From an optimization exercise on the open Yosys and OpenROAD flow, aimed at small area and a short achievable clock period; shortcuts taken in it are not production practice.
For this run, only the layout was checked, not whether the RTL still works.
In this run the design's own scripts or RTL, not TritonCTS, make the clock network.
The flow treats the clock pin as an ideal source. Dropping or thinning the clock tree relies on that and would not hold on a real chip.
No activity file was given, so power comes from the tool's default toggle rates.

--- design/flow/flow/run.sh ---
#!/bin/bash
# Standard ORFS layout (the standard.sh) with these changes to how the
# layout is made:
#  - after the standard synthesis, its combinational logic is re-mapped to
#    standard cells by area-oriented ABC scripts (flow/remap.ys with each
#    flow/remap_*.abc: area mapping, then sizing to a delay target; the
#    smallest result is kept); the flip-flops stay as the standard
#    synthesis made them;
#  - the port buffers use a small plain buffer instead of the delay buffer
#    the resizer picks by default;
#  - the clock reaches the flip-flops through four clock buffers in
#    parallel, which flow/clockbuf.tcl inserts before CTS and
#    flow/post_cts.tcl connects straight to the clock port after it,
#    instead of a two-level tree.
# Each tool's output goes to a log file of its own in this folder.
set -euo pipefail
R=$PWD/orfs/results/$FLOW_PLATFORM/gems_quantizer/base
export BUFFER_PORTS_ARGS="-buffer_cell sky130_fd_sc_hd__buf_1"
export CTS_ARGS="-sink_clustering_enable -repair_clock_nets -dont_use_dummy_load -clk_nets clk"
export PRE_CTS_TCL=$PWD/flow/clockbuf.tcl
export POST_CTS_TCL=$PWD/flow/post_cts.tcl

bash standard.sh $R/1_2_yosys.v > log_std_synth.log 2>&1

mkdir -p remap
LIB=$FLOW_HOME/platforms/$FLOW_PLATFORM/lib/sky130_fd_sc_hd__tt_025C_1v80.lib
cp $LIB remap/full.lib
python3 flow/libsplit.py $LIB remap/map.lib remap/comb.lib > log_libsplit.log 2>&1
cp $R/1_2_yosys.v remap/1_2_yosys.std.v
YOSYS=${YOSYS_EXE:-$FLOW_HOME/../tools/install/yosys/bin/yosys}
# Re-map with each ABC script flow/remap_*.abc and keep the smallest result.
best=
best_area=
for s in flow/remap_*.abc; do
  n=$(basename $s .abc)
  cp $s remap/script.abc
  $YOSYS -s flow/remap.ys > log_${n}_yosys.log 2>&1
  cp remap/1_2_yosys.v remap/$n.v
  cp remap/stat.txt remap/$n.stat
  a=$(awk '/Chip area/ {print $NF}' remap/$n.stat)
  echo "$n $a" >> log_remap_choice.log
  if [[ -z "$best" ]] || awk -v a="$a" -v b="$best_area" 'BEGIN {exit !(a < b)}'; then
    best=$n
    best_area=$a
  fi
done
echo "chosen: $best $best_area" >> log_remap_choice.log
cp remap/$best.v remap/1_2_yosys.v
cp remap/1_2_yosys.v $R/1_2_yosys.v
touch $R/1_2_yosys.v

bash standard.sh > log_std_layout.log 2>&1
--- design/flow/flow/clockbuf.tcl ---
# PRE_CTS hook: drive the clock sinks from four clock buffers, one per
# quadrant of the sinks (split at the median x, then each half at its median
# y), each placed at its group's centroid; the clock port feeds only these
# buffers. CTS then runs on the port net alone, finds no tree to build, and
# the CTS step's own timing repair and legalisation follow as usual.
set cell sky130_fd_sc_hd__clkbuf_8
set block [ord::get_db_block]
set master [[ord::get_db] findMaster $cell]
set clk [$block findNet clk]
set sinks {}
foreach it [$clk getITerms] {
  set loc [[$it getInst] getLocation]
  lappend sinks [list [lindex $loc 0] [lindex $loc 1] $it]
}
proc halves {l idx} {
  set l [lsort -integer -index $idx $l]
  set h [expr {[llength $l] / 2}]
  return [list [lrange $l 0 [expr {$h - 1}]] [lrange $l $h end]]
}
set groups {}
foreach half [halves $sinks 0] {
  foreach q [halves $half 1] {
    lappend groups $q
  }
}
set g 0
foreach grp $groups {
  set buf [odb::dbInst_create $block $master clkbuf_root_$g]
  set net [odb::dbNet_create $block clknet_root_$g]
  set xs 0
  set ys 0
  foreach s $grp {
    set xs [expr {$xs + [lindex $s 0]}]
    set ys [expr {$ys + [lindex $s 1]}]
    set it [lindex $s 2]
    $it disconnect
    $it connect $net
  }
  set m [llength $grp]
  [$buf findITerm A] connect $clk
  [$buf findITerm X] connect $net
  $net setSigType CLOCK
  $buf setLocation [expr {$xs / $m}] [expr {$ys / $m}]
  $buf setPlacementStatus PLACED
  puts "clockbuf: buffer $g drives $m clock sinks"
  incr g
}
--- design/flow/flow/libsplit.py ---
#!/usr/bin/env python3
"""Split the platform liberty file for the re-mapping step.

usage: libsplit.py LIB OUT_MAP OUT_COMB
OUT_MAP : the library without the platform's don't-use cells (lpflow, probe),
          which ABC maps to.
OUT_COMB: only the combinational cells of OUT_MAP, which Yosys reads as logic
          so that the standard synthesis netlist can be flattened back to gates.
"""
import re, sys

src = open(sys.argv[1]).read()
pat = re.compile(r'\n\s*cell\s*\(\s*"?([A-Za-z0-9_]+)"?\s*\)\s*\{')
head = None
idx = 0
keep, comb = [], []
while True:
    m = pat.search(src, idx)
    if not m:
        tail = src[idx:]
        break
    if head is None:
        head = src[:m.start()]
    j = m.end()
    depth = 1
    while depth:
        c = src[j]
        if c == '{':
            depth += 1
        elif c == '}':
            depth -= 1
        j += 1
    name = m.group(1)
    body = src[m.start():j]
    idx = j
    if 'lpflow' in name or 'probe' in name:
        continue
    keep.append(body)
    if not re.search(r'\b(ff|latch|statetable)\s*\(', body):
        comb.append(body)
open(sys.argv[2], 'w').write(head + ''.join(keep) + tail)
open(sys.argv[3], 'w').write(head + ''.join(comb) + '\n}\n')
--- design/flow/flow/post_cts.tcl ---
# POST_CTS hook: CTS was given only the clock port's net, which then drives
# the four buffers of flow/clockbuf.tcl, and may have put a small tree of
# its own above them. Connect those four buffers straight to the clock port
# and remove the tree's buffers, which then drive nothing.
set block [ord::get_db_block]
set clk [$block findNet clk]
set mine {}
foreach inst [$block getInsts] {
  if {[string match clkbuf_root_* [$inst getName]]} {
    lappend mine $inst
  }
}
foreach inst $mine {
  set a [$inst findITerm A]
  set old [$a getNet]
  if {$old ne "NULL" && [$old getName] ne "clk"} {
    $a disconnect
    $a connect $clk
  }
}
set removed 1
set nremoved 0
while {$removed} {
  set removed 0
  foreach inst [$block getInsts] {
    set m [$inst getMaster]
    if {![string match sky130_fd_sc_hd__clkbuf_* [$m getName]]} { continue }
    if {[lsearch -exact $mine $inst] >= 0} { continue }
    set out [$inst findITerm X]
    set net [$out getNet]
    set loads 0
    if {$net ne "NULL"} {
      foreach it [$net getITerms] {
        if {[$it isInputSignal]} { incr loads }
      }
      incr loads [llength [$net getBTerms]]
    }
    if {$loads == 0} {
      foreach it [$inst getITerms] { $it disconnect }
      odb::dbInst_destroy $inst
      if {$net ne "NULL" && [llength [$net getITerms]] == 0 && [llength [$net getBTerms]] == 0} {
        odb::dbNet_destroy $net
      }
      set removed 1
      incr nremoved
    }
  }
}
puts "post_cts: removed $nremoved clock tree buffers above the clock buffers"
--- design/flow/flow/remap.ys ---
# Re-map the combinational logic of the standard synthesis netlist with an
# area-oriented ABC script. The flip-flops (cells of the liberty read with
# -lib) are kept as they are, with their names and cell types; the other
# cells are read as their logic function and flattened.
read_liberty -lib remap/full.lib
read_liberty -overwrite remap/comb.lib
read_verilog remap/1_2_yosys.std.v
hierarchy -top gems_quantizer
rename -hide gems_quantizer/c:* gems_quantizer/t:*__df* %d
flatten
opt
abc -liberty remap/map.lib -script remap/script.abc
splitnets
opt_clean -purge
hilomap -singleton -hicell sky130_fd_sc_hd__conb_1 HI -locell sky130_fd_sc_hd__conb_1 LO
insbuf -buf sky130_fd_sc_hd__buf_4 A X
tee -o remap/stat.txt stat -liberty remap/full.lib
write_verilog -noattr -noexpr -nohex -nodec remap/1_2_yosys.v
design -reset
read_liberty -lib remap/full.lib
read_verilog remap/1_2_yosys.v
hierarchy -top gems_quantizer
check -assert -mapped
--- design/flow/flow/remap_a.abc ---
strash
dc2
dch -f
amap
topo
upsize -D 3800
dnsize -D 3800
topo
--- design/flow/flow/remap_b.abc ---
strash
dch -f
amap
strash
dch -f
amap
strash
dch -f
amap
topo
upsize -D 3800
dnsize -D 3800
topo
--- design/flow/flow/remap_c.abc ---
strash
dc2
dch -f
amap
strash
dch -f
map -a
strash
dch -f
amap
topo
upsize -D 3800
dnsize -D 3800
topo
--- design/flow/flow/remap_d.abc ---
strash
dc2
dch -f
amap
strash
dch -f
map -a
strash
dch -f
amap
strash
dch -f
map -a
strash
dch -f
amap
topo
upsize -D 3800
dnsize -D 3800
topo
--- design/flow/flow/remap_e.abc ---
strash
dc2
dch -f
amap
strash
dc2
dch -f
map -a
strash
dc2
dch -f
amap
topo
upsize -D 3800
dnsize -D 3800
topo
--- design/flow/standard.sh ---
#!/bin/bash
# synth_recipe.tcl (not shown) runs the flow's synth.tcl, then flattens the netlist and writes it again
# the make line also repeats each setting of config.mk as NAME=value (left out here)
make -C /OpenROAD-flow-scripts/flow DESIGN_CONFIG=/design/flow/config.mk WORK_HOME=/design/flow/orfs CLKGATE_MAP_FILE= SYNTH_SCRIPT=/design/flow/synth_recipe.tcl "${@:-finish}"
--- design/flow/config.mk ---
export PLATFORM = sky130hd
export DESIGN_NAME = gems_quantizer
export DESIGN_NICKNAME = gems_quantizer
export VERILOG_FILES = /design/flow/design.v
export SDC_FILE = /design/flow/constraint.sdc
export NUM_CORES = 4
export LEC_CHECK = 0
export ABC_AREA = 1
export CAP_MARGIN = 20
export CORE_MARGIN = 2
export CORE_UTILIZATION = 60
export SLEW_MARGIN = 20
--- design/flow/constraint.sdc ---
create_clock -name core_clock -period 25.0 [get_ports {clk}]
set_input_delay 5.0000 -clock core_clock [delete_from_list [all_inputs] [get_ports {clk}]]
set_output_delay 5.0000 -clock core_clock [all_outputs]
set_load 0.01 [all_outputs]
--- design/flow/design.v ---
module gems_quantizer (
    input  wire        clk,
    input  wire        rst,
    input  wire        in_valid,
    input  wire [13:0] fm_raw,
    input  wire [9:0]  psg_div,
    input  wire [6:0]  note_in,
    output reg         out_valid,
    output reg  [6:0]  fm_note,
    output reg  [6:0]  psg_note,
    output reg  [13:0] fm_freq
);
    reg        s1_valid;
    reg [13:0] s1_raw;
    reg [9:0]  s1_div;
    reg [6:0]  s1_note;
    always @(posedge clk) begin
        if (rst)
            s1_valid <= 1'b0;
        else
            s1_valid <= in_valid;
        s1_raw  <= fm_raw;
        s1_div  <= psg_div;
        s1_note <= note_in;
    end
    wire [6:0] fm_note_c;
    wire fm_new_n22, fm_new_n23, fm_new_n24, fm_new_n25, fm_new_n26, fm_new_n27, fm_new_n28, fm_new_n29;
    wire fm_new_n30, fm_new_n31, fm_new_n32, fm_new_n33, fm_new_n34, fm_new_n35, fm_new_n36, fm_new_n37;
    wire fm_new_n38, fm_new_n39, fm_new_n40, fm_new_n41, fm_new_n42, fm_new_n43, fm_new_n44, fm_new_n45;
    wire fm_new_n46, fm_new_n47, fm_new_n48, fm_new_n49, fm_new_n50, fm_new_n51, fm_new_n52, fm_new_n53;
    wire fm_new_n54, fm_new_n55, fm_new_n56, fm_new_n57, fm_new_n58, fm_new_n59, fm_new_n60, fm_new_n61;
    wire fm_new_n62, fm_new_n63, fm_new_n64, fm_new_n65, fm_new_n66, fm_new_n67, fm_new_n68, fm_new_n69;
    wire fm_new_n70, fm_new_n71, fm_new_n72, fm_new_n73, fm_new_n74, fm_new_n75, fm_new_n76, fm_new_n77;
    wire fm_new_n78, fm_new_n79, fm_new_n80, fm_new_n81, fm_new_n82, fm_new_n83, fm_new_n84, fm_new_n85;
    wire fm_new_n86, fm_new_n87, fm_new_n88, fm_new_n89, fm_new_n90, fm_new_n91, fm_new_n92, fm_new_n93;
    wire fm_new_n94, fm_new_n95, fm_new_n96, fm_new_n97, fm_new_n98, fm_new_n99, fm_new_n100, fm_new_n101;
    wire fm_new_n102, fm_new_n103, fm_new_n104, fm_new_n105, fm_new_n106, fm_new_n107, fm_new_n108, fm_new_n109;
    wire fm_new_n110, fm_new_n111, fm_new_n112, fm_new_n113, fm_new_n114, fm_new_n115, fm_new_n116, fm_new_n117;
    wire fm_new_n118, fm_new_n119, fm_new_n120, fm_new_n121, fm_new_n122, fm_new_n123, fm_new_n124, fm_new_n125;
    wire fm_new_n126, fm_new_n127, fm_new_n128, fm_new_n129, fm_new_n130, fm_new_n131, fm_new_n132, fm_new_n133;
    wire fm_new_n134, fm_new_n135, fm_new_n136, fm_new_n137, fm_new_n138, fm_new_n139, fm_new_n140, fm_new_n141;
    wire fm_new_n142, fm_new_n143, fm_new_n144, fm_new_n145, fm_new_n146, fm_new_n147, fm_new_n148, fm_new_n149;
    wire fm_new_n150, fm_new_n151, fm_new_n152, fm_new_n153, fm_new_n154, fm_new_n155, fm_new_n156, fm_new_n157;
    wire fm_new_n158, fm_new_n159, fm_new_n160, fm_new_n161, fm_new_n162, fm_new_n163, fm_new_n164, fm_new_n165;
    wire fm_new_n166, fm_new_n167, fm_new_n168, fm_new_n169, fm_new_n170, fm_new_n171, fm_new_n172, fm_new_n173;
    wire fm_new_n174, fm_new_n175, fm_new_n176, fm_new_n177, fm_new_n178, fm_new_n179, fm_new_n180, fm_new_n181;
    wire fm_new_n182, fm_new_n183, fm_new_n184, fm_new_n185, fm_new_n186, fm_new_n187, fm_new_n188, fm_new_n189;
    wire fm_new_n190, fm_new_n191, fm_new_n193, fm_new_n194, fm_new_n195, fm_new_n196, fm_new_n197, fm_new_n198;
    wire fm_new_n199, fm_new_n200, fm_new_n202, fm_new_n203, fm_new_n204, fm_new_n205, fm_new_n206, fm_new_n207;
    wire fm_new_n208, fm_new_n209, fm_new_n210, fm_new_n211, fm_new_n213, fm_new_n214, fm_new_n215, fm_new_n216;
    wire fm_new_n217, fm_new_n218, fm_new_n219, fm_new_n220, fm_new_n221, fm_new_n223, fm_new_n224, fm_new_n225;
    wire fm_new_n226, fm_new_n227, fm_new_n228, fm_new_n229, fm_new_n230, fm_new_n232, fm_new_n233, fm_new_n234;
    assign fm_new_n22 = ~s1_raw[9] & ~s1_raw[10];
    assign fm_new_n23 = ~s1_raw[7] & fm_new_n22;
    assign fm_new_n24 = s1_raw[4] & fm_new_n23;
    assign fm_new_n25 = ~s1_raw[8] & ~fm_new_n24;
    assign fm_new_n26 = ~s1_raw[8] & fm_new_n23;
    assign fm_new_n27 = s1_raw[6] & fm_new_n26;
    assign fm_new_n28 = ~s1_raw[10] & ~fm_new_n27;
    assign fm_new_n29 = s1_raw[5] & fm_new_n26;
    assign fm_new_n30 = ~s1_raw[9] & ~fm_new_n29;
    assign fm_new_n31 = s1_raw[2] & fm_new_n26;
    assign fm_new_n32 = s1_raw[6] & ~fm_new_n26;
    assign fm_new_n33 = ~fm_new_n31 & ~fm_new_n32;
    assign fm_new_n34 = fm_new_n30 & ~fm_new_n33;
    assign fm_new_n35 = fm_new_n28 & ~fm_new_n34;
    assign fm_new_n36 = ~fm_new_n25 & ~fm_new_n35;
    assign fm_new_n37 = ~fm_new_n25 & fm_new_n30;
    assign fm_new_n38 = fm_new_n28 & ~fm_new_n37;
    assign fm_new_n39 = fm_new_n28 & fm_new_n30;
    assign fm_new_n40 = s1_raw[5] & ~fm_new_n26;
    assign fm_new_n41 = s1_raw[1] & fm_new_n26;
    assign fm_new_n42 = ~fm_new_n40 & ~fm_new_n41;
    assign fm_new_n43 = fm_new_n39 & ~fm_new_n42;
    assign fm_new_n44 = s1_raw[3] & fm_new_n26;
    assign fm_new_n45 = ~s1_raw[7] & ~fm_new_n44;
    assign fm_new_n46 = ~fm_new_n39 & ~fm_new_n45;
    assign fm_new_n47 = ~fm_new_n43 & ~fm_new_n46;
    assign fm_new_n48 = fm_new_n38 & ~fm_new_n47;
    assign fm_new_n49 = ~fm_new_n36 & ~fm_new_n48;
    assign fm_new_n50 = fm_new_n25 & fm_new_n35;
    assign fm_new_n51 = ~fm_new_n25 & fm_new_n45;
    assign fm_new_n52 = fm_new_n28 & ~fm_new_n51;
    assign fm_new_n53 = fm_new_n30 & ~fm_new_n52;
    assign fm_new_n54 = ~fm_new_n50 & ~fm_new_n53;
    assign fm_new_n55 = ~fm_new_n49 & fm_new_n54;
    assign fm_new_n56 = ~fm_new_n38 & fm_new_n47;
    assign fm_new_n57 = s1_raw[4] & ~fm_new_n26;
    assign fm_new_n58 = s1_raw[0] & fm_new_n26;
    assign fm_new_n59 = ~fm_new_n57 & ~fm_new_n58;
    assign fm_new_n60 = fm_new_n39 & ~fm_new_n59;
    assign fm_new_n61 = ~fm_new_n33 & ~fm_new_n39;
    assign fm_new_n62 = ~fm_new_n60 & ~fm_new_n61;
    assign fm_new_n63 = fm_new_n38 & fm_new_n62;
    assign fm_new_n64 = ~fm_new_n56 & ~fm_new_n63;
    assign fm_new_n65 = ~fm_new_n26 & fm_new_n39;
    assign fm_new_n66 = s1_raw[3] & fm_new_n65;
    assign fm_new_n67 = ~fm_new_n39 & ~fm_new_n42;
    assign fm_new_n68 = ~fm_new_n66 & ~fm_new_n67;
    assign fm_new_n69 = fm_new_n38 & ~fm_new_n68;
    assign fm_new_n70 = ~fm_new_n38 & ~fm_new_n62;
    assign fm_new_n71 = ~fm_new_n69 & ~fm_new_n70;
    assign fm_new_n72 = fm_new_n64 & ~fm_new_n71;
    assign fm_new_n73 = s1_raw[2] & fm_new_n65;
    assign fm_new_n74 = ~fm_new_n39 & ~fm_new_n59;
    assign fm_new_n75 = ~fm_new_n73 & ~fm_new_n74;
    assign fm_new_n76 = ~fm_new_n38 & ~fm_new_n75;
    assign fm_new_n77 = ~s1_raw[2] & ~fm_new_n22;
    assign fm_new_n78 = ~s1_raw[0] & fm_new_n22;
    assign fm_new_n79 = ~fm_new_n77 & ~fm_new_n78;
    assign fm_new_n80 = ~fm_new_n26 & fm_new_n79;
    assign fm_new_n81 = fm_new_n38 & fm_new_n80;
    assign fm_new_n82 = ~fm_new_n76 & ~fm_new_n81;
    assign fm_new_n83 = ~s1_raw[3] & ~fm_new_n22;
    assign fm_new_n84 = ~s1_raw[1] & fm_new_n22;
    assign fm_new_n85 = ~fm_new_n83 & ~fm_new_n84;
    assign fm_new_n86 = ~fm_new_n26 & fm_new_n85;
    assign fm_new_n87 = fm_new_n82 & ~fm_new_n86;
    assign fm_new_n88 = s1_raw[1] & ~fm_new_n22;
    assign fm_new_n89 = ~s1_raw[0] & ~fm_new_n38;
    assign fm_new_n90 = fm_new_n88 & ~fm_new_n89;
    assign fm_new_n91 = ~fm_new_n38 & fm_new_n80;
    assign fm_new_n92 = ~fm_new_n90 & ~fm_new_n91;
    assign fm_new_n93 = fm_new_n38 & ~fm_new_n75;
    assign fm_new_n94 = ~fm_new_n38 & ~fm_new_n68;
    assign fm_new_n95 = ~fm_new_n93 & ~fm_new_n94;
    assign fm_new_n96 = fm_new_n92 & fm_new_n95;
    assign fm_new_n97 = fm_new_n87 & fm_new_n96;
    assign fm_new_n98 = fm_new_n72 & ~fm_new_n97;
    assign fm_new_n99 = fm_new_n55 & fm_new_n98;
    assign fm_new_n100 = fm_new_n54 & ~fm_new_n64;
    assign fm_new_n101 = fm_new_n49 & fm_new_n100;
    assign fm_new_n102 = fm_new_n87 & fm_new_n92;
    assign fm_new_n103 = fm_new_n72 & ~fm_new_n95;
    assign fm_new_n104 = ~fm_new_n102 & fm_new_n103;
    assign fm_new_n105 = fm_new_n49 & ~fm_new_n104;
    assign fm_new_n106 = s1_raw[2] & s1_raw[10];
    assign fm_new_n107 = s1_raw[0] & s1_raw[9];
    assign fm_new_n108 = ~s1_raw[10] & fm_new_n107;
    assign fm_new_n109 = ~fm_new_n106 & ~fm_new_n108;
    assign fm_new_n110 = s1_raw[1] & ~fm_new_n109;
    assign fm_new_n111 = s1_raw[0] & fm_new_n106;
    assign fm_new_n112 = ~fm_new_n110 & ~fm_new_n111;
    assign fm_new_n113 = s1_raw[3] & ~fm_new_n112;
    assign fm_new_n114 = ~fm_new_n82 & fm_new_n113;
    assign fm_new_n115 = fm_new_n71 & fm_new_n95;
    assign fm_new_n116 = ~fm_new_n114 & fm_new_n115;
    assign fm_new_n117 = ~fm_new_n82 & fm_new_n85;
    assign fm_new_n118 = fm_new_n95 & ~fm_new_n117;
    assign fm_new_n119 = ~fm_new_n71 & ~fm_new_n118;
    assign fm_new_n120 = ~fm_new_n64 & ~fm_new_n96;
    assign fm_new_n121 = fm_new_n119 & fm_new_n120;
    assign fm_new_n122 = ~fm_new_n116 & ~fm_new_n121;
    assign fm_new_n123 = fm_new_n105 & fm_new_n122;
    assign fm_new_n124 = ~fm_new_n87 & ~fm_new_n95;
    assign fm_new_n125 = fm_new_n38 & fm_new_n85;
    assign fm_new_n126 = ~fm_new_n76 & ~fm_new_n125;
    assign fm_new_n127 = ~fm_new_n110 & fm_new_n126;
    assign fm_new_n128 = fm_new_n124 & ~fm_new_n127;
    assign fm_new_n129 = ~fm_new_n64 & ~fm_new_n71;
    assign fm_new_n130 = fm_new_n114 & fm_new_n129;
    assign fm_new_n131 = fm_new_n128 & fm_new_n130;
    assign fm_new_n132 = fm_new_n71 & ~fm_new_n128;
    assign fm_new_n133 = ~fm_new_n49 & ~fm_new_n132;
    assign fm_new_n134 = ~fm_new_n131 & fm_new_n133;
    assign fm_new_n135 = ~fm_new_n54 & ~fm_new_n134;
    assign fm_new_n136 = s1_raw[0] & ~fm_new_n84;
    assign fm_new_n137 = ~fm_new_n88 & ~fm_new_n136;
    assign fm_new_n138 = ~fm_new_n106 & fm_new_n137;
    assign fm_new_n139 = fm_new_n126 & fm_new_n138;
    assign fm_new_n140 = fm_new_n124 & ~fm_new_n139;
    assign fm_new_n141 = fm_new_n68 & ~fm_new_n110;
    assign fm_new_n142 = fm_new_n87 & fm_new_n141;
    assign fm_new_n143 = ~fm_new_n140 & ~fm_new_n142;
    assign fm_new_n144 = fm_new_n49 & ~fm_new_n143;
    assign fm_new_n145 = ~fm_new_n100 & ~fm_new_n137;
    assign fm_new_n146 = fm_new_n92 & ~fm_new_n145;
    assign fm_new_n147 = ~fm_new_n71 & ~fm_new_n126;
    assign fm_new_n148 = ~fm_new_n146 & fm_new_n147;
    assign fm_new_n149 = ~fm_new_n54 & fm_new_n64;
    assign fm_new_n150 = ~fm_new_n100 & ~fm_new_n149;
    assign fm_new_n151 = ~fm_new_n119 & ~fm_new_n150;
    assign fm_new_n152 = ~fm_new_n148 & fm_new_n151;
    assign fm_new_n153 = ~fm_new_n144 & ~fm_new_n152;
    assign fm_new_n154 = ~fm_new_n135 & fm_new_n153;
    assign fm_new_n155 = ~fm_new_n123 & ~fm_new_n154;
    assign fm_new_n156 = ~fm_new_n101 & ~fm_new_n155;
    assign fm_new_n157 = fm_new_n71 & fm_new_n101;
    assign fm_new_n158 = ~fm_new_n140 & fm_new_n157;
    assign fm_new_n159 = ~fm_new_n156 & ~fm_new_n158;
    assign fm_new_n160 = ~fm_new_n99 & ~fm_new_n159;
    assign fm_new_n161 = s1_raw[13] & ~fm_new_n26;
    assign fm_new_n162 = ~fm_new_n54 & fm_new_n105;
    assign fm_new_n163 = s1_raw[11] & s1_raw[12];
    assign fm_new_n164 = ~fm_new_n28 & fm_new_n163;
    assign fm_new_n165 = ~fm_new_n162 & fm_new_n164;
    assign fm_new_n166 = fm_new_n161 & fm_new_n165;
    assign fm_new_n167 = ~s1_raw[3] & fm_new_n25;
    assign fm_new_n168 = fm_new_n39 & fm_new_n167;
    assign fm_new_n169 = s1_raw[13] & ~fm_new_n168;
    assign fm_new_n170 = s1_raw[1] & s1_raw[13];
    assign fm_new_n171 = fm_new_n163 & fm_new_n170;
    assign fm_new_n172 = fm_new_n31 & fm_new_n171;
    assign fm_new_n173 = ~fm_new_n169 & fm_new_n172;
    assign fm_new_n174 = ~fm_new_n166 & ~fm_new_n173;
    assign fm_new_n175 = ~fm_new_n160 & ~fm_new_n174;
    assign fm_new_n176 = ~fm_new_n161 & ~fm_new_n165;
    assign fm_new_n177 = fm_new_n26 & ~fm_new_n169;
    assign fm_new_n178 = s1_raw[11] & ~fm_new_n38;
    assign fm_new_n179 = ~fm_new_n162 & fm_new_n178;
    assign fm_new_n180 = ~s1_raw[12] & fm_new_n39;
    assign fm_new_n181 = ~s1_raw[11] & fm_new_n38;
    assign fm_new_n182 = fm_new_n162 & fm_new_n181;
    assign fm_new_n183 = ~fm_new_n179 & ~fm_new_n182;
    assign fm_new_n184 = s1_raw[12] & ~fm_new_n39;
    assign fm_new_n185 = ~fm_new_n180 & ~fm_new_n184;
    assign fm_new_n186 = ~fm_new_n183 & fm_new_n185;
    assign fm_new_n187 = ~fm_new_n180 & ~fm_new_n186;
    assign fm_new_n188 = ~fm_new_n179 & ~fm_new_n187;
    assign fm_new_n189 = ~fm_new_n177 & ~fm_new_n188;
    assign fm_new_n190 = fm_new_n176 & ~fm_new_n189;
    assign fm_new_n191 = fm_new_n160 & ~fm_new_n190;
    assign fm_note_c[0] = fm_new_n175 | fm_new_n191;
    assign fm_new_n193 = fm_new_n119 & ~fm_new_n156;
    assign fm_new_n194 = fm_new_n149 & ~fm_new_n193;
    assign fm_new_n195 = fm_new_n150 & fm_new_n193;
    assign fm_new_n196 = ~fm_new_n55 & ~fm_new_n158;
    assign fm_new_n197 = ~fm_new_n98 & ~fm_new_n196;
    assign fm_new_n198 = ~fm_new_n195 & ~fm_new_n197;
    assign fm_new_n199 = ~fm_new_n194 & fm_new_n198;
    assign fm_new_n200 = ~fm_new_n190 & ~fm_new_n199;
    assign fm_note_c[1] = ~fm_new_n174 | fm_new_n200;
    assign fm_new_n202 = ~s1_raw[0] & fm_new_n190;
    assign fm_new_n203 = ~fm_new_n178 & ~fm_new_n181;
    assign fm_new_n204 = fm_new_n54 & ~fm_new_n158;
    assign fm_new_n205 = ~fm_new_n99 & fm_new_n204;
    assign fm_new_n206 = ~fm_new_n162 & ~fm_new_n205;
    assign fm_new_n207 = fm_new_n203 & ~fm_new_n206;
    assign fm_new_n208 = ~fm_new_n203 & fm_new_n206;
    assign fm_new_n209 = ~fm_new_n207 & ~fm_new_n208;
    assign fm_new_n210 = ~fm_new_n190 & fm_new_n209;
    assign fm_new_n211 = fm_new_n174 & ~fm_new_n210;
    assign fm_note_c[2] = ~fm_new_n202 & ~fm_new_n211;
    assign fm_new_n213 = fm_new_n183 & ~fm_new_n185;
    assign fm_new_n214 = ~fm_new_n186 & ~fm_new_n213;
    assign fm_new_n215 = fm_new_n203 & ~fm_new_n204;
    assign fm_new_n216 = fm_new_n99 & ~fm_new_n203;
    assign fm_new_n217 = ~fm_new_n215 & ~fm_new_n216;
    assign fm_new_n218 = ~fm_new_n214 & ~fm_new_n217;
    assign fm_new_n219 = ~fm_new_n166 & fm_new_n214;
    assign fm_new_n220 = fm_new_n217 & fm_new_n219;
    assign fm_new_n221 = ~fm_new_n218 & ~fm_new_n220;
    assign fm_note_c[3] = ~fm_new_n190 & fm_new_n221;
    assign fm_new_n223 = ~fm_new_n176 & fm_new_n189;
    assign fm_new_n224 = ~fm_new_n190 & ~fm_new_n223;
    assign fm_new_n225 = fm_new_n181 & ~fm_new_n185;
    assign fm_new_n226 = ~fm_new_n181 & fm_new_n185;
    assign fm_new_n227 = ~fm_new_n225 & ~fm_new_n226;
    assign fm_new_n228 = fm_new_n217 & ~fm_new_n227;
    assign fm_new_n229 = ~fm_new_n224 & fm_new_n228;
    assign fm_new_n230 = ~fm_new_n223 & ~fm_new_n228;
    assign fm_note_c[4] = ~fm_new_n229 & ~fm_new_n230;
    assign fm_new_n232 = fm_new_n219 & ~fm_new_n223;
    assign fm_new_n233 = ~fm_new_n219 & ~fm_new_n224;
    assign fm_new_n234 = ~fm_new_n228 & ~fm_new_n233;
    assign fm_note_c[5] = ~fm_new_n232 & fm_new_n234;
    assign fm_note_c[6] = fm_new_n223 & ~fm_new_n234;
    wire [5:0] ps_k;
    wire ps_new_n17, ps_new_n18, ps_new_n19, ps_new_n20, ps_new_n21, ps_new_n22, ps_new_n23, ps_new_n24;
    wire ps_new_n25, ps_new_n26, ps_new_n27, ps_new_n28, ps_new_n29, ps_new_n30, ps_new_n31, ps_new_n32;
    wire ps_new_n33, ps_new_n34, ps_new_n35, ps_new_n36, ps_new_n37, ps_new_n38, ps_new_n39, ps_new_n40;
    wire ps_new_n41, ps_new_n42, ps_new_n43, ps_new_n44, ps_new_n45, ps_new_n46, ps_new_n47, ps_new_n48;
    wire ps_new_n49, ps_new_n50, ps_new_n51, ps_new_n52, ps_new_n53, ps_new_n54, ps_new_n55, ps_new_n56;
    wire ps_new_n57, ps_new_n58, ps_new_n59, ps_new_n60, ps_new_n61, ps_new_n62, ps_new_n63, ps_new_n64;
    wire ps_new_n65, ps_new_n66, ps_new_n67, ps_new_n68, ps_new_n69, ps_new_n70, ps_new_n71, ps_new_n72;
    wire ps_new_n73, ps_new_n74, ps_new_n75, ps_new_n76, ps_new_n77, ps_new_n78, ps_new_n79, ps_new_n80;
    wire ps_new_n81, ps_new_n82, ps_new_n83, ps_new_n84, ps_new_n85, ps_new_n86, ps_new_n87, ps_new_n88;
    wire ps_new_n89, ps_new_n90, ps_new_n91, ps_new_n92, ps_new_n93, ps_new_n94, ps_new_n95, ps_new_n96;
    wire ps_new_n97, ps_new_n98, ps_new_n99, ps_new_n100, ps_new_n101, ps_new_n102, ps_new_n103, ps_new_n104;
    wire ps_new_n105, ps_new_n106, ps_new_n107, ps_new_n108, ps_new_n109, ps_new_n110, ps_new_n111, ps_new_n112;
    wire ps_new_n113, ps_new_n115, ps_new_n116, ps_new_n117, ps_new_n118, ps_new_n119, ps_new_n120, ps_new_n121;
    wire ps_new_n122, ps_new_n123, ps_new_n124, ps_new_n125, ps_new_n126, ps_new_n127, ps_new_n128, ps_new_n129;
    wire ps_new_n130, ps_new_n131, ps_new_n132, ps_new_n133, ps_new_n134, ps_new_n135, ps_new_n136, ps_new_n137;
    wire ps_new_n138, ps_new_n139, ps_new_n140, ps_new_n141, ps_new_n142, ps_new_n143, ps_new_n144, ps_new_n145;
    wire ps_new_n146, ps_new_n147, ps_new_n148, ps_new_n149, ps_new_n150, ps_new_n151, ps_new_n152, ps_new_n153;
    wire ps_new_n154, ps_new_n155, ps_new_n156, ps_new_n157, ps_new_n158, ps_new_n159, ps_new_n160, ps_new_n161;
    wire ps_new_n162, ps_new_n163, ps_new_n164, ps_new_n165, ps_new_n166, ps_new_n167, ps_new_n168, ps_new_n169;
    wire ps_new_n170, ps_new_n171, ps_new_n172, ps_new_n173, ps_new_n175, ps_new_n176, ps_new_n177, ps_new_n178;
    wire ps_new_n179, ps_new_n180, ps_new_n181, ps_new_n182, ps_new_n183, ps_new_n184, ps_new_n185, ps_new_n186;
    wire ps_new_n187, ps_new_n188, ps_new_n189, ps_new_n190, ps_new_n191, ps_new_n192, ps_new_n193, ps_new_n194;
    wire ps_new_n195, ps_new_n196, ps_new_n197, ps_new_n198, ps_new_n200, ps_new_n201, ps_new_n203, ps_new_n204;
    wire ps_new_n205, ps_new_n207, ps_new_n208, ps_new_n209;
    assign ps_new_n17 = ~s1_div[2] & ~s1_div[3];
    assign ps_new_n18 = s1_div[0] & s1_div[1];
    assign ps_new_n19 = ps_new_n17 & ~ps_new_n18;
    assign ps_new_n20 = s1_div[4] & ~ps_new_n19;
    assign ps_new_n21 = s1_div[2] & s1_div[3];
    assign ps_new_n22 = ~s1_div[4] & ~ps_new_n21;
    assign ps_new_n23 = s1_div[5] & ~ps_new_n22;
    assign ps_new_n24 = ~s1_div[7] & ~ps_new_n23;
    assign ps_new_n25 = s1_div[1] & s1_div[2];
    assign ps_new_n26 = s1_div[0] & ps_new_n25;
    assign ps_new_n27 = ~s1_div[3] & ~ps_new_n26;
    assign ps_new_n28 = s1_div[4] & ~ps_new_n27;
    assign ps_new_n29 = ~s1_div[1] & ~s1_div[4];
    assign ps_new_n30 = s1_div[6] & ~ps_new_n29;
    assign ps_new_n31 = ~ps_new_n22 & ps_new_n30;
    assign ps_new_n32 = ~ps_new_n28 & ~ps_new_n31;
    assign ps_new_n33 = s1_div[5] & ~ps_new_n32;
    assign ps_new_n34 = ~s1_div[0] & ~s1_div[1];
    assign ps_new_n35 = ~s1_div[2] & ps_new_n34;
    assign ps_new_n36 = s1_div[3] & ~ps_new_n35;
    assign ps_new_n37 = ps_new_n33 & ps_new_n36;
    assign ps_new_n38 = ~s1_div[6] & ~ps_new_n37;
    assign ps_new_n39 = s1_div[7] & ~ps_new_n38;
    assign ps_new_n40 = ~s1_div[9] & ~ps_new_n39;
    assign ps_new_n41 = ~s1_div[4] & ~ps_new_n26;
    assign ps_new_n42 = ~ps_new_n35 & ps_new_n41;
    assign ps_new_n43 = s1_div[7] & ps_new_n23;
    assign ps_new_n44 = ~ps_new_n42 & ps_new_n43;
    assign ps_new_n45 = ps_new_n40 & ~ps_new_n44;
    assign ps_new_n46 = ~ps_new_n24 & ps_new_n45;
    assign ps_new_n47 = s1_div[6] & s1_div[7];
    assign ps_new_n48 = ~ps_new_n46 & ~ps_new_n47;
    assign ps_new_n49 = ps_new_n20 & ~ps_new_n48;
    assign ps_new_n50 = ~s1_div[5] & ~s1_div[9];
    assign ps_new_n51 = ~s1_div[2] & ps_new_n29;
    assign ps_new_n52 = ~s1_div[3] & ~s1_div[4];
    assign ps_new_n53 = s1_div[6] & ~ps_new_n52;
    assign ps_new_n54 = ~ps_new_n51 & ps_new_n53;
    assign ps_new_n55 = ~s1_div[6] & ~s1_div[7];
    assign ps_new_n56 = ~ps_new_n47 & ~ps_new_n55;
    assign ps_new_n57 = ~s1_div[6] & ps_new_n52;
    assign ps_new_n58 = ~ps_new_n25 & ps_new_n57;
    assign ps_new_n59 = ~ps_new_n56 & ~ps_new_n58;
    assign ps_new_n60 = ~ps_new_n54 & ~ps_new_n59;
    assign ps_new_n61 = ps_new_n50 & ~ps_new_n60;
    assign ps_new_n62 = s1_div[3] & s1_div[4];
    assign ps_new_n63 = ~ps_new_n50 & ~ps_new_n59;
    assign ps_new_n64 = ~ps_new_n62 & ~ps_new_n63;
    assign ps_new_n65 = ~ps_new_n61 & ps_new_n64;
    assign ps_new_n66 = s1_div[2] & ~ps_new_n34;
    assign ps_new_n67 = ps_new_n52 & ~ps_new_n66;
    assign ps_new_n68 = s1_div[5] & ~ps_new_n67;
    assign ps_new_n69 = s1_div[7] & ~ps_new_n68;
    assign ps_new_n70 = s1_div[5] & ~s1_div[7];
    assign ps_new_n71 = ps_new_n26 & ps_new_n70;
    assign ps_new_n72 = ~s1_div[6] & s1_div[9];
    assign ps_new_n73 = ~ps_new_n71 & ps_new_n72;
    assign ps_new_n74 = ~ps_new_n69 & ps_new_n73;
    assign ps_new_n75 = ~ps_new_n65 & ~ps_new_n74;
    assign ps_new_n76 = ~ps_new_n49 & ps_new_n75;
    assign ps_new_n77 = ~s1_div[7] & ~ps_new_n22;
    assign ps_new_n78 = ~s1_div[5] & ~ps_new_n77;
    assign ps_new_n79 = s1_div[6] & ~ps_new_n78;
    assign ps_new_n80 = ~ps_new_n69 & ps_new_n79;
    assign ps_new_n81 = s1_div[4] & s1_div[6];
    assign ps_new_n82 = ~s1_div[9] & ~ps_new_n81;
    assign ps_new_n83 = s1_div[4] & ~ps_new_n17;
    assign ps_new_n84 = ~s1_div[6] & ~ps_new_n83;
    assign ps_new_n85 = ps_new_n78 & ps_new_n84;
    assign ps_new_n86 = ~ps_new_n82 & ~ps_new_n85;
    assign ps_new_n87 = ~ps_new_n80 & ps_new_n86;
    assign ps_new_n88 = ~s1_div[8] & ~ps_new_n87;
    assign ps_new_n89 = ~s1_div[2] & ~ps_new_n18;
    assign ps_new_n90 = s1_div[3] & ~ps_new_n89;
    assign ps_new_n91 = ~s1_div[6] & ~ps_new_n90;
    assign ps_new_n92 = ~s1_div[4] & ps_new_n66;
    assign ps_new_n93 = ps_new_n91 & ~ps_new_n92;
    assign ps_new_n94 = ~s1_div[3] & ~ps_new_n66;
    assign ps_new_n95 = s1_div[4] & ~ps_new_n94;
    assign ps_new_n96 = ~ps_new_n52 & ~ps_new_n95;
    assign ps_new_n97 = ~ps_new_n93 & ~ps_new_n96;
    assign ps_new_n98 = ~ps_new_n42 & ps_new_n84;
    assign ps_new_n99 = ~ps_new_n97 & ~ps_new_n98;
    assign ps_new_n100 = ps_new_n62 & ps_new_n66;
    assign ps_new_n101 = s1_div[6] & ps_new_n29;
    assign ps_new_n102 = ~ps_new_n70 & ~ps_new_n101;
    assign ps_new_n103 = ~ps_new_n100 & ps_new_n102;
    assign ps_new_n104 = ~ps_new_n99 & ~ps_new_n103;
    assign ps_new_n105 = ~ps_new_n69 & ~ps_new_n104;
    assign ps_new_n106 = ~s1_div[4] & ps_new_n19;
    assign ps_new_n107 = ~s1_div[5] & ~ps_new_n20;
    assign ps_new_n108 = ~ps_new_n106 & ps_new_n107;
    assign ps_new_n109 = ~ps_new_n105 & ~ps_new_n108;
    assign ps_new_n110 = ps_new_n54 & ps_new_n108;
    assign ps_new_n111 = ps_new_n40 & ~ps_new_n110;
    assign ps_new_n112 = ~ps_new_n109 & ps_new_n111;
    assign ps_new_n113 = ps_new_n88 & ~ps_new_n112;
    assign ps_k[5] = ~s1_div[8] & ps_new_n45;
    assign ps_new_n115 = s1_div[6] & ps_new_n17;
    assign ps_new_n116 = s1_div[7] & ~ps_new_n115;
    assign ps_new_n117 = ~ps_new_n31 & ps_new_n50;
    assign ps_new_n118 = ~ps_new_n116 & ps_new_n117;
    assign ps_new_n119 = s1_div[2] & ps_new_n62;
    assign ps_new_n120 = ps_new_n18 & ps_new_n119;
    assign ps_new_n121 = ps_new_n118 & ~ps_new_n120;
    assign ps_new_n122 = ps_new_n50 & ~ps_new_n119;
    assign ps_new_n123 = s1_div[6] & ~s1_div[9];
    assign ps_new_n124 = s1_div[7] & ~ps_new_n123;
    assign ps_new_n125 = ~ps_new_n122 & ps_new_n124;
    assign ps_new_n126 = ~ps_new_n121 & ~ps_new_n125;
    assign ps_new_n127 = ~s1_div[4] & ps_new_n126;
    assign ps_new_n128 = ~ps_new_n36 & ps_new_n127;
    assign ps_new_n129 = ~ps_k[5] & ps_new_n128;
    assign ps_new_n130 = ps_new_n113 & ps_new_n129;
    assign ps_new_n131 = ~ps_new_n76 & ps_new_n130;
    assign ps_new_n132 = s1_div[8] & ~ps_new_n76;
    assign ps_new_n133 = ~ps_new_n113 & ~ps_new_n132;
    assign ps_new_n134 = ~s1_div[6] & ~s1_div[9];
    assign ps_new_n135 = ~ps_new_n47 & ~ps_new_n134;
    assign ps_new_n136 = ~s1_div[5] & s1_div[9];
    assign ps_new_n137 = ~ps_new_n100 & ps_new_n136;
    assign ps_new_n138 = ~ps_new_n135 & ~ps_new_n137;
    assign ps_new_n139 = ~s1_div[5] & ~s1_div[6];
    assign ps_new_n140 = ~s1_div[7] & ps_new_n139;
    assign ps_new_n141 = ps_new_n17 & ps_new_n34;
    assign ps_new_n142 = s1_div[4] & ~ps_new_n141;
    assign ps_new_n143 = ps_new_n140 & ~ps_new_n142;
    assign ps_new_n144 = s1_div[8] & ~ps_new_n143;
    assign ps_new_n145 = ~ps_new_n138 & ps_new_n144;
    assign ps_new_n146 = s1_div[6] & ~ps_new_n21;
    assign ps_new_n147 = ~s1_div[6] & ps_new_n25;
    assign ps_new_n148 = s1_div[4] & ~ps_new_n147;
    assign ps_new_n149 = s1_div[3] & ~ps_new_n148;
    assign ps_new_n150 = ~ps_new_n146 & ~ps_new_n149;
    assign ps_new_n151 = ps_new_n45 & ~ps_new_n150;
    assign ps_new_n152 = ps_new_n45 & ps_new_n142;
    assign ps_new_n153 = ~s1_div[7] & ~ps_new_n41;
    assign ps_new_n154 = ~ps_new_n28 & ~ps_new_n153;
    assign ps_new_n155 = ~ps_new_n152 & ~ps_new_n154;
    assign ps_new_n156 = ~ps_new_n151 & ~ps_new_n155;
    assign ps_new_n157 = ps_new_n17 & ps_new_n29;
    assign ps_new_n158 = s1_div[5] & ~ps_new_n157;
    assign ps_new_n159 = ps_new_n88 & ps_new_n158;
    assign ps_new_n160 = ~ps_new_n156 & ps_new_n159;
    assign ps_new_n161 = s1_div[8] & ~ps_new_n33;
    assign ps_new_n162 = ps_new_n126 & ~ps_new_n161;
    assign ps_new_n163 = ~ps_new_n160 & ps_new_n162;
    assign ps_new_n164 = ~ps_new_n145 & ~ps_new_n163;
    assign ps_new_n165 = ~ps_new_n95 & ps_new_n139;
    assign ps_new_n166 = ~ps_new_n39 & ~ps_new_n165;
    assign ps_new_n167 = ~s1_div[9] & ~ps_new_n166;
    assign ps_new_n168 = ps_new_n94 & ps_new_n118;
    assign ps_new_n169 = ~s1_div[8] & ~ps_new_n168;
    assign ps_new_n170 = ps_new_n39 & ~ps_new_n91;
    assign ps_new_n171 = ps_new_n169 & ~ps_new_n170;
    assign ps_new_n172 = ~ps_new_n167 & ~ps_new_n171;
    assign ps_new_n173 = ps_new_n46 & ~ps_new_n101;
    assign ps_k[3] = ~ps_new_n172 & ~ps_new_n173;
    assign ps_new_n175 = s1_div[9] & ~ps_new_n142;
    assign ps_new_n176 = s1_div[5] & ~ps_new_n175;
    assign ps_new_n177 = s1_div[1] & ~s1_div[9];
    assign ps_new_n178 = ps_new_n119 & ps_new_n177;
    assign ps_new_n179 = ~ps_new_n176 & ~ps_new_n178;
    assign ps_new_n180 = s1_div[6] & ~ps_new_n179;
    assign ps_new_n181 = s1_div[5] & ~ps_new_n106;
    assign ps_new_n182 = ~ps_new_n28 & ps_new_n181;
    assign ps_new_n183 = ~s1_div[8] & ~ps_new_n182;
    assign ps_new_n184 = ~s1_div[7] & ~ps_new_n183;
    assign ps_new_n185 = ~ps_new_n180 & ps_new_n184;
    assign ps_new_n186 = ~s1_div[7] & ps_new_n62;
    assign ps_new_n187 = ps_new_n122 & ~ps_new_n186;
    assign ps_new_n188 = ~s1_div[8] & ~ps_new_n134;
    assign ps_new_n189 = ~ps_new_n140 & ps_new_n188;
    assign ps_new_n190 = ~ps_new_n187 & ps_new_n189;
    assign ps_new_n191 = ~ps_new_n185 & ~ps_new_n190;
    assign ps_new_n192 = ps_k[3] & ~ps_new_n191;
    assign ps_new_n193 = ~ps_k[3] & ps_new_n191;
    assign ps_new_n194 = ~ps_new_n192 & ~ps_new_n193;
    assign ps_new_n195 = s1_div[8] & ps_new_n39;
    assign ps_new_n196 = ~ps_new_n44 & ps_new_n56;
    assign ps_new_n197 = ps_new_n169 & ps_new_n196;
    assign ps_new_n198 = ~s1_div[9] & ~ps_new_n197;
    assign ps_k[4] = ~ps_new_n195 & ps_new_n198;
    assign ps_new_n200 = ps_new_n91 & ps_new_n127;
    assign ps_new_n201 = ~ps_k[4] & ps_new_n200;
    assign ps_k[2] = ps_new_n194 | ps_new_n201;
    assign ps_new_n203 = ~ps_new_n129 & ~ps_k[2];
    assign ps_new_n204 = ps_new_n164 & ~ps_new_n203;
    assign ps_new_n205 = ~ps_new_n164 & ~ps_k[2];
    assign ps_k[1] = ps_new_n204 | ps_new_n205;
    assign ps_new_n207 = ~ps_new_n133 & ps_k[1];
    assign ps_new_n208 = ps_new_n133 & ~ps_k[1];
    assign ps_new_n209 = ~ps_new_n207 & ~ps_new_n208;
    assign ps_k[0] = ps_new_n131 | ps_new_n209;
    wire [13:0] fm_freq_c;
    wire ff_new_n22, ff_new_n23, ff_new_n24, ff_new_n25, ff_new_n26, ff_new_n27, ff_new_n28, ff_new_n29;
    wire ff_new_n30, ff_new_n31, ff_new_n32, ff_new_n33, ff_new_n34, ff_new_n35, ff_new_n36, ff_new_n37;
    wire ff_new_n38, ff_new_n39, ff_new_n40, ff_new_n41, ff_new_n42, ff_new_n43, ff_new_n44, ff_new_n45;
    wire ff_new_n47, ff_new_n49, ff_new_n50, ff_new_n51, ff_new_n52, ff_new_n54, ff_new_n58, ff_new_n59;
    wire ff_new_n66, ff_new_n67;
    assign ff_new_n22 = s1_note[4] & s1_note[6];
    assign ff_new_n23 = ~s1_note[5] & ff_new_n22;
    assign ff_new_n24 = ~s1_note[4] & ~s1_note[6];
    assign ff_new_n25 = s1_note[5] & ~ff_new_n22;
    assign ff_new_n26 = ~ff_new_n24 & ~ff_new_n25;
    assign ff_new_n27 = ~ff_new_n23 & ff_new_n26;
    assign ff_new_n28 = ~s1_note[3] & ~ff_new_n27;
    assign ff_new_n29 = s1_note[5] & ff_new_n24;
    assign ff_new_n30 = ~ff_new_n23 & ~ff_new_n29;
    assign ff_new_n31 = s1_note[3] & ff_new_n30;
    assign ff_new_n32 = ~ff_new_n28 & ~ff_new_n31;
    assign ff_new_n33 = ff_new_n28 & ff_new_n30;
    assign ff_new_n34 = ff_new_n26 & ff_new_n31;
    assign ff_new_n35 = ~ff_new_n33 & ~ff_new_n34;
    assign ff_new_n36 = s1_note[2] & ff_new_n35;
    assign ff_new_n37 = ~s1_note[2] & ~ff_new_n35;
    assign ff_new_n38 = ~ff_new_n36 & ~ff_new_n37;
    assign ff_new_n39 = ~ff_new_n32 & ~ff_new_n38;
    assign ff_new_n40 = s1_note[0] & ~ff_new_n39;
    assign ff_new_n41 = ~s1_note[2] & ~ff_new_n32;
    assign ff_new_n42 = ~ff_new_n36 & ~ff_new_n41;
    assign ff_new_n43 = ~s1_note[0] & ~ff_new_n42;
    assign ff_new_n44 = ~s1_note[1] & ~ff_new_n43;
    assign ff_new_n45 = s1_note[1] & ff_new_n43;
    assign fm_freq_c[2] = ~ff_new_n44 & ~ff_new_n45;
    assign ff_new_n47 = ~s1_note[0] & ~fm_freq_c[2];
    assign fm_freq_c[0] = ff_new_n40 | ff_new_n47;
    assign ff_new_n49 = ~s1_note[0] & ff_new_n39;
    assign ff_new_n50 = ~ff_new_n42 & ~ff_new_n49;
    assign ff_new_n51 = fm_freq_c[2] & ~ff_new_n50;
    assign ff_new_n52 = ~ff_new_n40 & ff_new_n44;
    assign fm_freq_c[4] = ~ff_new_n51 & ~ff_new_n52;
    assign ff_new_n54 = ff_new_n40 & ff_new_n51;
    assign fm_freq_c[3] = ~ff_new_n49 & ~ff_new_n54;
    assign fm_freq_c[1] = fm_freq_c[4] | fm_freq_c[3];
    assign fm_freq_c[5] = ff_new_n50 | ff_new_n52;
    assign ff_new_n58 = s1_note[0] & ff_new_n42;
    assign ff_new_n59 = ~ff_new_n40 & fm_freq_c[4];
    assign fm_freq_c[6] = ff_new_n58 | ff_new_n59;
    assign fm_freq_c[7] = ff_new_n39 | fm_freq_c[2];
    assign fm_freq_c[10] = fm_freq_c[0] & ff_new_n50;
    assign fm_freq_c[8] = ~ff_new_n39 & ~fm_freq_c[10];
    assign fm_freq_c[11] = ff_new_n32 | ff_new_n36;
    assign fm_freq_c[12] = ~ff_new_n30 | ff_new_n34;
    assign ff_new_n66 = ~s1_note[5] & s1_note[6];
    assign ff_new_n67 = s1_note[4] & ff_new_n25;
    assign fm_freq_c[13] = ff_new_n66 | ff_new_n67;
    assign fm_freq_c[9] = ~fm_freq_c[10];
    always @(posedge clk) begin
        if (rst)
            out_valid <= 1'b0;
        else
            out_valid <= s1_valid;
        fm_note  <= fm_note_c;
        psg_note <= {ps_k[5], ~ps_k[5], ps_k[4:0]};
        fm_freq  <= fm_freq_c;
    end
endmodule
==> flow_summary.ini <==
[power]
intPower_uw = 141
power.density_mw_per_mm2 = 63.9
switching_share_pct = 30.4
pwr-share-seq_pct = 55.8
power_uw = 202
pwr-share-clk_pct = 18.9
power.switching_uw = 61.3
max-vdd-ir-drop_mv = 0.0559
power.share.combinational_pct = 25.4
p_leak_nw = 1.13

[min_path]
hold_depth = 1
min_path_type = flop to flop

[setup_path]
worstSetupEndpoint = fm_freq[3]
r2r_start = s1_raw[10]$_DFF_P_
ff2ff_path_depth = 17
path_max_fanout = 1
crit_path_start_kind = flop
worstPathRequired_ns = 20.00
r2r_end = fm_note[5]$_DFF_P_
cp_num_cells = 1
critPathKind = flop to output pin
crit_arrival_ns = 0.66
path_cells = buf_1
crit_path_end_kind = output pin
crit_slowest_cell = dfxtp_1
max_stage_delay_ns = 0.35
path_buf_inv = 1
rrSetupSlack_ns = 19.57
cpLargestDelayFamily = flip-flops
worstSetupStartpoint = fm_freq[3]$_DFF_P_

[place]
place_area_mm2 = 0.00310
dp_hpwl_um = 5600
port_buffers = 62
pre_cts_ws_ns = 19.52
place.gp.congestion = 1.00
place_inst = 490

[clock_network]
clkLatencyLatePin_ns = 0.15
path_clk_slew_ns = 0.10

[floorplan]
core_area_mm2 = 0.00441
dieArea_mm2 = 0.00524
die_h_um = 72.4
start_util_pct = 63.5
ios = 63
die_x_um = 72.4
rows = 24

[detailed_routing]
antenna_left = 0
num_vias = 2957
drt-initial-drc-count = 229
wirelength_um = 7250
post_drt_via_cell_ratio = 5.99
firstDrtPassIters = 5
wl_met2_um = 3340
avgRoutedWirePerCell_um = 14.7
m1WireLength_um = 3150
remaining_drc_errors = 0
wl_met3_um = 668
top_layer_used = met4

[logic_synthesis]
syn_nets = 410
syn_area_per_cell_um2 = 7.46
ys_warn_count = 1
synth_area_mm2 = 0.00280
postSynthCellCount = 376

[sta]
finalCritPeriodShare_pct = 22.7
fin_crit_ns = 5.66
holdWs_ns = 0.454
setup_viol = 0
fin_ws_ns = 19.34
max_freq_ghz = 0.177
fin_skew_ns = 0.00942
drv_slew = 0
finalHoldViolations = 0
tightest_slew_ns = 0.971
rsz0062_at_grt = false
setup_tns_ns = 0
slew_headroom_pct = 34.6

[global_routing]
antenna_found_initial = 0
grt_pass1_wl_um = 11900
grt_pass1_vias = 2701
grtUsageTotal_pct = 28.5
grt_max_degree = 17
overflow = 0

[run_status]
status = complete, no violations

[cells_and_area]
fin_area_mm2 = 0.00316
fin_util_pct = 71.5
layout-drive-gt1-share_pct = 0.905
layout_common_cells = 62 x buf_1, 61 x dfxtp_1, 60 x nor2_1, 53 x clkinv_1, 45 x o21ai_0
final_cell_count_no_fill = 494
antennaDiodeCount = 0
mostFrequentLayoutCell = buf_1
final_nets = 478
syn_to_final_growth_pct = 12.6

[flow_run]
cap_viol_max_count = 0
-- power groups by stage --
| stage | Sequential [mW] | Clock (mW) | Combinational [mW] |
|---|---|---|---|
| floorplan | 0.118 | 0 | 0.0316 |
| global placement | 0.114 | 0 | 0.0485 |
| detailed placement | 0.115 | 0 | 0.0501 |
| global route | 0.114 | 0.0423 | 0.0572 |
| finish | 0.113 | 0.0381 | 0.0512 |
-- layout make-up --
cell class	instances	area (um^2)
multi-input combinational	262	1380
fill	365	1260
sequential	61	1220
timing repair buffer	62	233
inverter	53	199
tap	52	65.1
buffer	4	55.1
-- per-layer routing --
| metal | track usage (%) | vias up |
|---|---|---|
| met5 | 0 | - |
| met4 | 5.66 | 0 |
| met3 | 6.25 | 12 |
| met2 | 47.8 | 160 |
| met1 | 37.9 | 1319 |
| li1 | - | 1466 |
-- how the worst min path moves through the flow --
stage	start	end	slack, ns
3_3_place_gp	s1_valid$_SDFF_PP0_	out_valid$_SDFF_PP0_	0.42
2_1_floorplan	s1_valid$_SDFF_PP0_	out_valid$_SDFF_PP0_	0.41
3_5_place_dp	s1_valid$_SDFF_PP0_	out_valid$_SDFF_PP0_	0.43
5_1_grt	s1_valid$_SDFF_PP0_	out_valid$_SDFF_PP0_	0.47
6_report	s1_valid$_SDFF_PP0_	out_valid$_SDFF_PP0_	0.45
-- registers in the layout, indices dropped and copies added, names as in the netlist --
signal / flops
s1_valid: 1
fm_note: 7
psg_note: 7
fm_freq: 14
s1_note: 7
out_valid: 1
s1_raw: 14
s1_div: 10

-- static timing again, ports no longer ideal --
The flow's constraints put no driver on any port. The routed layout listed below was extracted and timed again, unchanged, in two steps. Step 1, drivers: a clkbuf_16 drives clk and a buf_2 each remaining input, both assumed. Step 2 times the ports against the registers' clock, not the clock port: input delays grow and output delays shrink by t, the midpoint of the rising clock arrivals with the driver on. Slacks: ideal / step 1 / step 2; pairs: ideal / step 1.
t, ns: 0.205
slack for setup (ns): 19.337 / 19.280 / 19.485
hold WS [ns]: 0.454 / 0.454 / 0.454
latest minus earliest clock arrival (ns): 0.012 / 0.011
slew at the worst register clock pin (ns): 0.10 / 0.10
After both steps setup and hold are still met in this run. The setup slack of this run moves by -0.057 ns with the drivers and by +0.148 ns with both steps.
